What follows belongs to an exercise in optimizing a design on an open flow for small area; a production flow would make more cautious choices. Function was checked by simulation only, so behaviour that the tests miss may differ from the original. No activity file was given, so power comes from the tool's default toggle rates.

main:
==> module ts0710_rx, before the edit <==
module ts0710_rx (
    input  wire        clk,
    input  wire        rst,
    input  wire        compat,      
    input  wire        flush,       
    input  wire        rx_valid,
    input  wire [7:0]  rx_data,
    output reg         code_valid,
    output reg  [3:0]  code,
    output wire [7:0]  frm_addr,
    output wire [7:0]  frm_ctrl,
    output wire [15:0] frm_len,
    output wire [7:0]  frm_fcs,
    output wire        pay_valid,
    output wire [7:0]  pay_data,
    output reg         in_frame,
    output reg  [15:0] acc_len
);
    localparam [7:0] FLAG = 8'hF9;
    localparam [7:0] CRC_INIT = 8'hEB;
    localparam [7:0] CRC_RES  = 8'hCF;
    reg  [7:0]  addr_r;
    reg  [7:0]  ctrl_r;
    reg  [15:0] len_r;
    wire        long_r = len_r[15];
    reg         past_r;      
    reg  [7:0]  crc_r;
    reg  [7:0]  b1;          
    reg  [7:0]  b2;          
    assign pay_valid = code_valid & (code == 4'd2) &
                       (~(acc_len[15:3] == 13'd0) | (acc_len[2] & acc_len[1] & (acc_len[0] | ~long_r)));
    assign frm_addr = addr_r;
    assign frm_ctrl = ctrl_r;
    assign frm_len  = len_r;
    assign frm_fcs  = b2;
    assign pay_data = b2;
    wire [7:0] crc_next;
    ts0710_crc_step u_crc (.crc_in(crc_r), .data(b1), .crc_out(crc_next));
    wire is_flag  = (rx_data == FLAG);
    wire at_cap   = acc_len[15] & acc_len[2] & acc_len[1];
    wire overflow = in_frame & ~flush & at_cap;
    wire inf      = in_frame & ~flush & ~at_cap;    
    wire idx1     = (acc_len == 16'd1);
    wire idx2     = (acc_len == 16'd2);
    wire idx3     = (acc_len == 16'd3);
    wire idx4     = (acc_len == 16'd4);
    wire idx5     = (acc_len == 16'd5);
    wire collapse = is_flag & idx1;
    wire [15:0] flen = acc_len - (long_r ? 16'd6 : 16'd5);
    wire exact    = ~flen[15] & (flen[14:0] == len_r[14:0]);
    wire complete = is_flag & (exact | past_r);
    wire ctrl_uih = ((ctrl_r & 8'hEF) == 8'hEF);
    wire ctrl_ua  = ((ctrl_r & 8'hEF) == 8'h63);
    wire ff       = ~long_r & (&len_r[6:0]);
    wire quirk    = compat & ff;
    wire fcs_ok   = (compat & ctrl_ua) | (crc_next == CRC_RES);
    wire append   = rx_valid & inf & ~collapse;
    wire hdr_cov  = (acc_len[15:3] == 13'd0) &
                    (~acc_len[2] | (~acc_len[1] & (~acc_len[0] | long_r)));
    always @(posedge clk) begin
        if (rx_valid) begin
            b1 <= rx_data;
            b2 <= b1;
        end
        if (idx1) addr_r <= rx_data;
        if (idx2) ctrl_r <= rx_data;
        if (idx3) len_r <= {~rx_data[0], 8'd0, rx_data[7:1]};
        if (idx4 && long_r) len_r[14:7] <= rx_data;
        if (append && complete) len_r <= flen;
        if (!inf)
            crc_r <= CRC_INIT;
        else if (append && (!ctrl_uih || hdr_cov))
            crc_r <= crc_next;
        if (!inf)
            past_r <= 1'b0;
        else if (append && exact)
            past_r <= 1'b1;
        code <= 4'd2;
        if (!inf)
            code <= overflow ? (is_flag ? 4'd8 : 4'd7) : {3'd0, is_flag};
        else if (collapse)
            code <= 4'd3;
        else if (complete) begin
            if (quirk)
                code <= 4'd4;
            else if (!exact)
                code <= 4'd5;
            else if (fcs_ok)
                code <= 4'd4;
            else
                code <= 4'd6;
        end
        if (rst) begin
            code_valid <= 1'b0;
            in_frame   <= 1'b0;
            acc_len    <= 16'd0;
        end else begin
            code_valid <= rx_valid;
            if (rx_valid) begin
                if (!inf) begin
                    in_frame <= is_flag;
                    acc_len  <= {15'd0, is_flag};
                end else if (complete && !collapse) begin
                    in_frame <= 1'b0;
                    acc_len  <= 16'd0;
                end else if (!collapse) begin
                    acc_len  <= acc_len + 16'd1;
                end
            end else if (flush) begin
                in_frame <= 1'b0;
                acc_len  <= 16'd0;
            end
        end
    end
endmodule
clock: 10.0 ns
lec_check: 0
cap_margin: 20
core_margin: 2
core_utilization: 65
slew_margin: 20
standard.sh (not shown) runs the stock make flow with config.mk's settings and CLKGATE_MAP_FILE= SYNTH_SCRIPT=/design/flow/synth_recipe.tcl, a recipe that flattens the netlist after the stock synthesis.
==> flow/flow/run.sh <==
#!/bin/bash
# The standard layout with three changes:
#  - synthesis maps for area (flow/synth_prelude.tcl, flow/area.abc);
#  - plain buf_1 cells as the port buffers;
#  - a clock tree of clkbuf_8 cells on clusters of up to 17 flip-flops.
set -euo pipefail
cat flow/synth_prelude.tcl synth_recipe.tcl > area_synth.tcl
export AREA_ABC_SCRIPT="$PWD/flow/area.abc"
bash standard.sh finish "SYNTH_SCRIPT=$PWD/area_synth.tcl" \
  "BUFFER_PORTS_ARGS=-buffer_cell sky130_fd_sc_hd__buf_1" \
  "CTS_ARGS=-sink_clustering_enable -repair_clock_nets -sink_clustering_size 17 -sink_clustering_max_diameter 65 -buf_list sky130_fd_sc_hd__clkbuf_8 -dont_use_dummy_load" > standard.log 2>&1
==> flow/flow/area.abc <==
strash
&get -n
&st
&dch -f
&nf -a -R 1000
&put
strash
&get -n
&st
&dch -f
&nf -a -R 1000
&put
strash
&get -n
&st
&dch -f
&nf -a -R 1000
&put
mfs3 -a -e
==> flow/flow/synth_prelude.tcl <==
# Area-oriented synthesis: the adders are left to ABC as plain logic, and ABC
# maps with flow/area.abc (area-oriented mapping) in place of ORFS's speed
# script. Everything else is the standard synthesis (synth_recipe.tcl,
# appended after this file), so the registers are the same.
set ::env(ADDER_MAP_FILE) ""
proc abc {args} {
  set i [lsearch -exact $args -script]
  if { $i >= 0 } {
    lset args [expr { $i + 1 }] $::env(AREA_ABC_SCRIPT)
  }
  yosys abc {*}$args
}
Inputs modified between main and the feature branch:
-- flow/design.v --
<<< main, line 75
                    (~acc_len[2] | (~acc_len[1] & (~acc_len[0] | long_r)));
    always @(posedge clk) begin
        if (rx_valid) begin
            b1 <= rx_data;
            b2 <= b1;
        end
        if (idx1) addr_r <= rx_data;
        if (idx2) ctrl_r <= rx_data;
>>> the feature branch, line 75
                    (~acc_len[2] | (~acc_len[1] & (~acc_len[0] | long_r)));
    always @(posedge clk) begin
        if (rx_valid) b1 <= rx_data;
        b2 <= b1;
        if (idx1) addr_r <= rx_data;
        if (idx2) ctrl_r <= rx_data;
Notes after the runs:
- Comparing the feature branch with main, the sequential power came out essentially unchanged.
- The final reports for the feature branch and main show share of the cycle needed by the critical path after routing lower in the former.
- Delta (the feature branch minus main): leakage power total closely matched the old numbers, die height decreased by 0.48 um relative to the old numbers, setup TNS closely matched the old numbers.
- Re total setup violations reported at the end of the flow: no difference whatsoever between main and the feature branch.
- Register area | the feature branch below main
- Switching power of the nets on the feature branch is down relative to main.

re-timing with driven ports:
Ports are ideal in the flow. The routed layouts listed here were re-timed in OpenROAD.
Step 1 sets driving cells, clkbuf_16 on the clock port and buf_2 on the other inputs (assumed; they add their load-dependent delay and slew).
Step 2 times the ports against the registers' clock, not the clock port: input delays grow and output delays shrink by t, the midpoint of the rising clock arrivals with the driver on.
a / b / c = ideal ports / drivers / drivers and shift; a / b = the first two.
run | t, ns | slack for setup (ns) | slew at the worst register clock pin (ns)
main | 0.541 | 3.928 / 3.928 / 3.928 | 0.10 / 0.10
the feature branch | 0.537 | 4.150 / 4.150 / 4.150 | 0.11 / 0.11
After both steps setup and hold are still met in every run listed.
